Context: an optimization exercise on an open-source flow, tuned for small area, a short achievable clock period and few clock cycles per item. The choices shown serve that exercise and are no tape-out recipe.
Only simulation tests tie the RTL to the original design; equivalence was not proved.
In this run the design's own scripts or RTL, not TritonCTS, make the clock network.
The flow treats the clock pin as an ideal source. Dropping or thinning the clock tree relies on that and would not hold on a real chip.
Power and IR drop assume default switching activity.

File: design/flow/config.mk
export PLATFORM = sky130hd
export DESIGN_NAME = fst_hash_engine
export DESIGN_NICKNAME = fst_hash_engine
export VERILOG_FILES = /design/flow/design.v
export SDC_FILE = /design/flow/constraint.sdc
export NUM_CORES = 4
export LEC_CHECK = 0
export CAP_MARGIN = 20
export CORE_MARGIN = 2
export CORE_UTILIZATION = 60
export PLACE_DENSITY = 0.72
export SETUP_SLACK_MARGIN = 4.0
export SLEW_MARGIN = 40
File: design/flow/constraint.sdc
create_clock -name core_clock -period 6.0 [get_ports {clk}]
set_input_delay 1.2000 -clock core_clock [delete_from_list [all_inputs] [get_ports {clk}]]
set_output_delay 1.2000 -clock core_clock [all_outputs]
set_load 0.01 [all_outputs]
File: design/flow/design.v
module fst_hash_engine (
    input  wire        clk,
    input  wire        rst_n,
    input  wire        key_wr,
    input  wire [3:0]  key_addr,
    input  wire [31:0] key_data,
    input  wire        in_valid,
    output wire        in_ready,
    input  wire [31:0] in_data,
    input  wire        in_v4,
    output wire        out_valid,
    input  wire        out_ready,
    output wire [31:0] out_hash
);
    reg  [31:0] ring [0:9];
    reg  [9:0]  ph;                  
    reg  [9:0]  ka;                  
    reg         km;                  
    reg         clr;                 
    reg  [19:0] mask;                
    reg  [31:0] dr;                  
    integer s, t;
    reg  [9:0]  wsel;
    always @(*) begin
        for (s = 0; s < 10; s = s + 1) begin
            wsel[s] = 1'b0;
            for (t = 0; t < 10; t = t + 1)
                wsel[s] = wsel[s] | (ka[t] & ph[(t + 19 - s) % 10]);
            wsel[s] = clr | wsel[s];
        end
    end
    always @(posedge clk) begin
        if (km || clr)
            mask <= dr[19:0];
        for (s = 0; s < 10; s = s + 1) begin
            if (wsel[s])
                ring[s] <= (s % 2) ? ~dr : dr;
            else
                ring[s] <= ~ring[(s + 1) % 10];
        end
    end
    always @(posedge clk) begin
        if (!rst_n) begin
            ph   <= 10'd1;
            ka   <= 10'd0;
            km   <= 1'b0;
            clr  <= 1'b1;
        end else begin
            ph   <= {ph[8:0], ph[9]};
            for (t = 0; t < 10; t = t + 1)
                ka[t] <= key_wr && (key_addr == t);
            km   <= key_wr && (key_addr == 4'd10);
            clr  <= 1'b0;
        end
    end
    reg  [3:0]  wc;
    reg  [3:0]  dl;
    reg         v4r;
    reg         rdy;
    reg         dfirst, dlast, pfirst, plast, fin;
    reg         dkill, pkill;
    reg  [19:0] preg;                
    reg  [19:0] acc;                 
    reg  [19:0] oreg;                
    reg         ov;                  
    reg  [19:0] oq;                  
    reg         ovq;                 
    wire        xfer = in_valid && rdy;
    wire        v4e  = (wc == 4'd0) ? in_v4 : v4r;
    wire        w9   = (wc == 4'd9);
    wire        zero_w = v4e && (wc == 4'd0 || wc == 4'd1 || wc == 4'd4 || wc == 4'd5);
    wire        ffff_w = v4e && (wc == 4'd2 || wc == 4'd6);
    wire [31:0] dnorm = w9     ? {in_data[7:0], 24'd0} :
                        ffff_w ? 32'h0000FFFF : in_data;
    wire [3:0]  wc_n = xfer ? (w9 ? 4'd0 : wc + 4'd1) : wc;
    wire [3:0]  dl_m = (dl == 4'd0 || dl > 4'd9) ? 4'd9 : dl - 4'd1;
    wire [3:0]  dl_n = xfer ? dl : dl_m;
    wire        take = ovq && out_ready;
    wire        ov_n = fin ? 1'b1 : take ? 1'b0 : ov;
    always @(posedge clk) begin
        dr <= (key_wr || !rst_n) ? key_data & {32{rst_n}} : dnorm;
        if (xfer && wc == 4'd0)
            v4r <= in_v4;
    end
    always @(posedge clk) begin
        if (!rst_n) begin
            wc     <= 4'd0;
            dl     <= 4'd0;
            rdy    <= 1'b0;
            dfirst <= 1'b0;
            dlast  <= 1'b0;
            dkill  <= 1'b1;
            pkill  <= 1'b1;
            pfirst <= 1'b0;
            plast  <= 1'b0;
            fin    <= 1'b0;
            ov     <= 1'b0;
            ovq    <= 1'b0;
        end else begin
            wc     <= wc_n;
            dl     <= dl_n;
            rdy    <= (dl_n == 4'd1) && (wc_n != 4'd9 || !ov_n);
            dfirst <= xfer && (wc == 4'd0);
            dlast  <= xfer && w9;
            dkill  <= !xfer || zero_w;
            pkill  <= dkill;
            pfirst <= dfirst;
            plast  <= dlast;
            fin    <= plast;
            ov     <= ov_n;
            ovq    <= ov && !take;
        end
    end
    wire [50:0] win = {~ring[1][18:0], ring[0]};
    reg  [19:0] prod;
    integer h, j;
    always @(*) begin
        for (h = 0; h < 20; h = h + 1) begin
            prod[h] = 1'b0;
            for (j = 0; j < 32; j = j + 1)
                prod[h] = prod[h] ^ (dr[j] & win[24 - 8*(j/8) + (j%8) + h]);
        end
    end
    always @(posedge clk) begin
        preg <= prod;
        acc  <= (pfirst ? 20'd0 : acc) ^ (pkill ? 20'd0 : preg);
        if (fin)
            oreg <= acc & mask;
        oq <= oreg;
    end
    assign in_ready  = rdy;
    assign out_valid = ovq;
    assign out_hash  = {12'd0, oq};
endmodule
File: design/flow/flow/run.sh
#!/bin/bash
# Layout: the standard flow (standard.sh), with two changes:
#  - the port buffers are plain buf_2 cells instead of the delay buffers
#    that buffer_ports picks by default (every port still gets a buffer);
#  - the clock tree is built by flow/clock_tree.tcl, run as the CTS step's
#    pre-hook: two buffer levels (four root buffers on the clock port, one
#    leaf buffer per cluster of nearby flip-flops) in place of TritonCTS's
#    three. Every flip-flop is behind one root and one leaf buffer.
# ORFS writes each step's full log under orfs/logs; make's own output goes
# to standard.log here.
set -euo pipefail
bash standard.sh finish \
  "BUFFER_PORTS_ARGS=-buffer_cell sky130_fd_sc_hd__buf_2" \
  "PRE_CTS_TCL=$PWD/flow/clock_tree.tcl" > standard.log 2>&1
File: design/flow/flow/clock_tree.tcl
# Clock tree of two buffer levels, built before ORFS's CTS step (which is
# then skipped). The die is split into quadrants of flip-flops; the clock
# port feeds four root buffers, one per quadrant; each root feeds the leaf
# buffers of its quadrant, one per cluster of nearby flip-flops; each leaf
# feeds its cluster's clock pins. Every flip-flop sits behind exactly one
# root and one leaf buffer.
set lcols 2
set lrows 3
set bufm [[ord::get_db] findMaster sky130_fd_sc_hd__clkbuf_16]
set block [ord::get_db_block]
set clk_net [$block findNet clk]

proc split_even {items idx parts} {
  set items [lsort -integer -index $idx $items]
  set n [llength $items]
  set out {}
  for {set k 0} {$k < $parts} {incr k} {
    set a [expr {int(round($k * double($n) / $parts))}]
    set b [expr {int(round(($k + 1) * double($n) / $parts)) - 1}]
    lappend out [lrange $items $a $b]
  }
  return $out
}

set sinks {}
foreach it [$clk_net getITerms] {
  if {[$it isInputSignal]} {
    set loc [[$it getInst] getLocation]
    lappend sinks [list [lindex $loc 0] [lindex $loc 1] $it]
  }
}
puts "clock_tree: [llength $sinks] sinks"

set nl 0
set q 0
foreach half [split_even $sinks 0 2] {
  foreach quad [split_even $half 1 2] {
    set rnet [odb::dbNet_create $block clknet_root_$q]
    $rnet setSigType CLOCK
    set root [odb::dbInst_create $block $bufm clkbuf_root_$q]
    [$root findITerm A] connect $clk_net
    [$root findITerm X] connect $rnet
    set sx 0; set sy 0; set k 0
    foreach col [split_even $quad 0 $lcols] {
      foreach g [split_even $col 1 $lrows] {
        set gx 0; set gy 0
        foreach s $g { incr gx [lindex $s 0]; incr gy [lindex $s 1] }
        set gx [expr {$gx / [llength $g]}]
        set gy [expr {$gy / [llength $g]}]
        incr sx $gx; incr sy $gy; incr k
        set net [odb::dbNet_create $block clknet_leaf_$nl]
        $net setSigType CLOCK
        set buf [odb::dbInst_create $block $bufm clkbuf_leaf_$nl]
        $buf setLocation $gx $gy
        $buf setPlacementStatus PLACED
        [$buf findITerm A] connect $rnet
        [$buf findITerm X] connect $net
        foreach s $g {
          set it [lindex $s 2]
          $it disconnect
          $it connect $net
        }
        incr nl
      }
    }
    $root setLocation [expr {$sx / $k}] [expr {$sy / $k}]
    $root setPlacementStatus PLACED
    incr q
  }
}
puts "clock_tree: $q root and $nl leaf buffers"

# ORFS's clock_tree_synthesis call in cts.tcl becomes a no-op
rename clock_tree_synthesis orfs_clock_tree_synthesis_unused
proc clock_tree_synthesis {args} { puts "clock_tree_synthesis skipped: tree built by clock_tree.tcl" }
set_propagated_clock [all_clocks]
File: design/flow/standard.sh
#!/bin/bash
# synth_recipe.tcl (not shown) runs the flow's synth.tcl, then flattens the netlist and writes it again
# the make line also repeats each setting of config.mk as NAME=value (left out here)
make -C /OpenROAD-flow-scripts/flow DESIGN_CONFIG=/design/flow/config.mk WORK_HOME=/design/flow/orfs CLKGATE_MAP_FILE= SYNTH_SCRIPT=/design/flow/synth_recipe.tcl "${@:-finish}"
==> summary.txt <==
timing repair:
item	4_1_cts	5_1_grt
setup buffers	9	13
resized for setup	49	86
pin swaps	2	9
hold buffers	0	0
endpoints found under the setup margin	193	190
cloned	1	2
registers in the layout, indices dropped and copies added (netlist names), 4 cells and up:
register / count
mask: 20
oq: 20
oreg: 20
dl: 4
dr: 32
wc: 4
ph: 10
ring: 320
ka: 10
preg: 20
acc: 20
cell type report:
class	count	share of cell area (%)
plain buffers	28	2.626
inverters	11	0.1594
multi-input cells	2071	50.41
flip-flops and latches	493	39.04
well taps	532	2.495
repair buffers	157	5.271
placed cells by master (no fill, tap or decap), types with 18 or more instances in the layout:
master,netlist,layout
a21oi_1,143,143
a222oi_1,18,18
a22oi_1,28,28
and2_1,35,33
buf_2,128,80
buf_4,41,18
buf_6,1,33
clkbuf_16,0,31
dfxtp_1,452,396
dfxtp_2,0,29
dfxtp_4,0,27
edfxtp_1,41,41
mux2i_1,160,160
nand2_1,516,516
nand2b_1,102,102
nor2_1,168,167
nor2b_1,132,132
o21ai_0,52,45
xnor2_1,583,580
xor2_1,59,59
per-layer routing:
metal | routed length (um) | GRT usage, % | vias to the layer above
met3 | 6982 | 3.525 | 358
met2 | 31360 | 51.30 | 1062
met1 | 28550 | 41.54 | 9054
met5 | 0 | 0 | -
met4 | 4875 | 15.42 | 0
li1 | - | - | 8692
worst min path at each step:
stage / from / slack [ns] / depth (start not counted) / end
2_1_floorplan: oreg[0] / 0.32 / 0 / oq[0]
3_3_place_gp: oreg[17] / 0.33 / 0 / oq[17]
3_5_place_dp: oreg[11] / 0.33 / 0 / oq[11]
4_1_cts: oreg[11] / 0.35 / 0 / oq[11]
5_1_grt: oreg[18] / 0.35 / 0 / oq[18]
6_report: oreg[18] / 0.34 / 0 / oq[18]
stage by stage:
| step | util [%] | instance area (um^2) | std cells | setup slack [ns] |
|---|---|---|---|---|
| CTS | 63.97 | 26120 | 3277 | 3.968 |
| detailed placement | 61.72 | 25200 | 3239 | 3.327 |
| global route | 65.35 | 26680 | 3292 | 3.944 |
| floorplan | - | 24980 | 2820 | 3.775 |
| finish | 65.35 | 26680 | 3292 | 3.983 |
| global placement | 61.64 | 25170 | 3239 | 3.406 |
cells by family after synthesis:
family                   Yosys count  synth area share [%]
flip-flops                       493                 41.36
XOR/XNOR                         642                 22.62
AO/OA/AOI/OAI                    259                 6.091
multiplexers                     161                 6.489
adder cells (fa/ha/maj)            2                0.1007
AND/OR/NAND/NOR                  995                 18.14
buffers and inverters            256                 5.175
other                              1               0.01509
power breakdown:
group	internal, uW	total, uW	switching, uW
combinational	971	2000	1030
sequential	3750	4210	455
clock	838	1810	969
==> impl_metrics.tcl <==
set metrics [dict create \
    status "finished clean" \
    grt_pass1_vias 18617 \
    p_per_area_nw_per_um2 300.4 \
    setup-tns-final_ns 0 \
    die_h_um 207.5 \
    hold_slack_ns 0.3447 \
    io_buffers 95 \
    rr_endpoint "preg[15]" \
    min_period_ns 2.017 \
    critPathMostFrequentCell "xnor2_1" \
    crit_fanout 19 \
    hpwl_mm 40.24 \
    antenna_left 0 \
    syn_area_um2 24850 \
    synth_common_cells "583 x xnor2_1, 516 x nand2_1, 452 x dfxtp_1" \
    grt_max_degree 65 \
    core-area_um2 40830 \
    synth_largest_area_cell "dfxtp_1" \
    synth-edff-count 41 \
    maxSlewViolCount 0 \
    cp.arrival_ns 2.28 \
    avgSynthCellArea_um2 8.848 \
    grt_pass1_wl_mm 107.8 \
    syn_inst 2809 \
    fillerInstances 3260 \
    vias_per_cell 5.822 \
    io_pins 108 \
    r2r_setup_slack_ns 3.98 \
    slew_headroom_pct 56.55 \
    drtPass1Iterations 8 \
    ys_types 43 \
    synth_seq_cells 493 \
    p_leak_uw 0.009710 \
    max_stage_delay_ns 0.75 \
    fmax_mhz 495.8 \
    vias 19166 \
    die_x_um 207.5 \
    track_usage_pct 31.42 \
    rsz0062_at_grt "true" \
    r2r-start "ring[1][1]" \
    finalCritPeriodShare_pct 33.62 \
    yosys_warnings 2 \
    drc_errors 0 \
    wl_mm 71.77 \
    hold_class "flop to flop" \
    path_cells "nor2b_1 > xnor2_1 > xnor2_1 > xnor2_1 > xnor2_2 > xnor2_1" \
    cp-end-kind "flop" \
    rows 74 \
    start_kind "flop" \
    path_buf_inv 0 \
    setup_violations 0 \
    cp.depth 6 \
    diodes 0 \
    crit_family "XOR/XNOR gates" \
    syn_to_final_growth_pct 7.360 \
    start_util_pct 60.87 \
    synth_area_leaders "dfxtp_1 36%, xnor2_1 21%, nand2_1 7.8%" \
    clk_latency_ns 0.36 \
    crit_slowest_cell "dfxtp_2" \
    gp_congestion 0.8963 \
    async_reset_ff_share_pct 0 \
    ir_drop_mv 0.1718 \
    ys_dominant_reg_cell "dfxtp_1" \
    multi_input_area_um2 13450 \
    layout.nets 2838 \
    required_ns 6.26 \
    startpoint "ring[1][1]" \
    crit_end "preg[15]" \
    yosysTopAreaCellShare_pct 36.41 \
    worst_pin_slew_ns 0.6518 \
    yosysMostFrequentCell "xnor2_1" \
    antenna_found_initial 1 \
    reg2regPathDepth 6 \
    drt_iter0_drc 2091 \
    skew_ns 0.03386 \
    drive_gt1_share_pct 9.601 \
    synth_seq_area_share_pct 41.36 \
    max_cap_violations 0 \
    totalPowerFinal_uw 8016 \
    wl_per_cell_um 21.80 \
    die_area_um2 43070 \
    gr-total-overflow 0 \
    seqCellArea_um2 10420 \
    path_clk_slew_ns 0.08 \
    hold_violations 0 \
    path_class "flop to flop" \
]
Testbench counts, summed over its fixed seeds: cycles 9,669, items 960.

-- afterwards: timing with drivers on the ports --
Ports are ideal in the flow. The routed layout listed here was re-timed in OpenROAD. Step 1 (the two cells are an assumption about what drives the block):
set clk [get_ports {clk}]
set_driving_cell -lib_cell sky130_fd_sc_hd__clkbuf_16 $clk
set_driving_cell -lib_cell sky130_fd_sc_hd__buf_2 [delete_from_list [all_inputs] $clk]
Step 2 adds t to the input delays and takes it off the output delays; t is the mean of the earliest and latest rising clock arrival at the registers after step 1. Input paths then give back, and output paths get back, about the clock's delay inside the block. a / b / c = no drivers / after step 1 / after step 2; a / b = the first two.
shift t [ns]: 0.467
setup WS [ns]: 3.983 / 3.889 / 3.563
clock arrival spread, ns: 0.035 / 0.034
worst data-port slew with drivers (ns): 0.13
After both steps this run still meets setup and hold. The setup slack of this run moves by -0.094 ns with the drivers and by -0.420 ns with both steps.
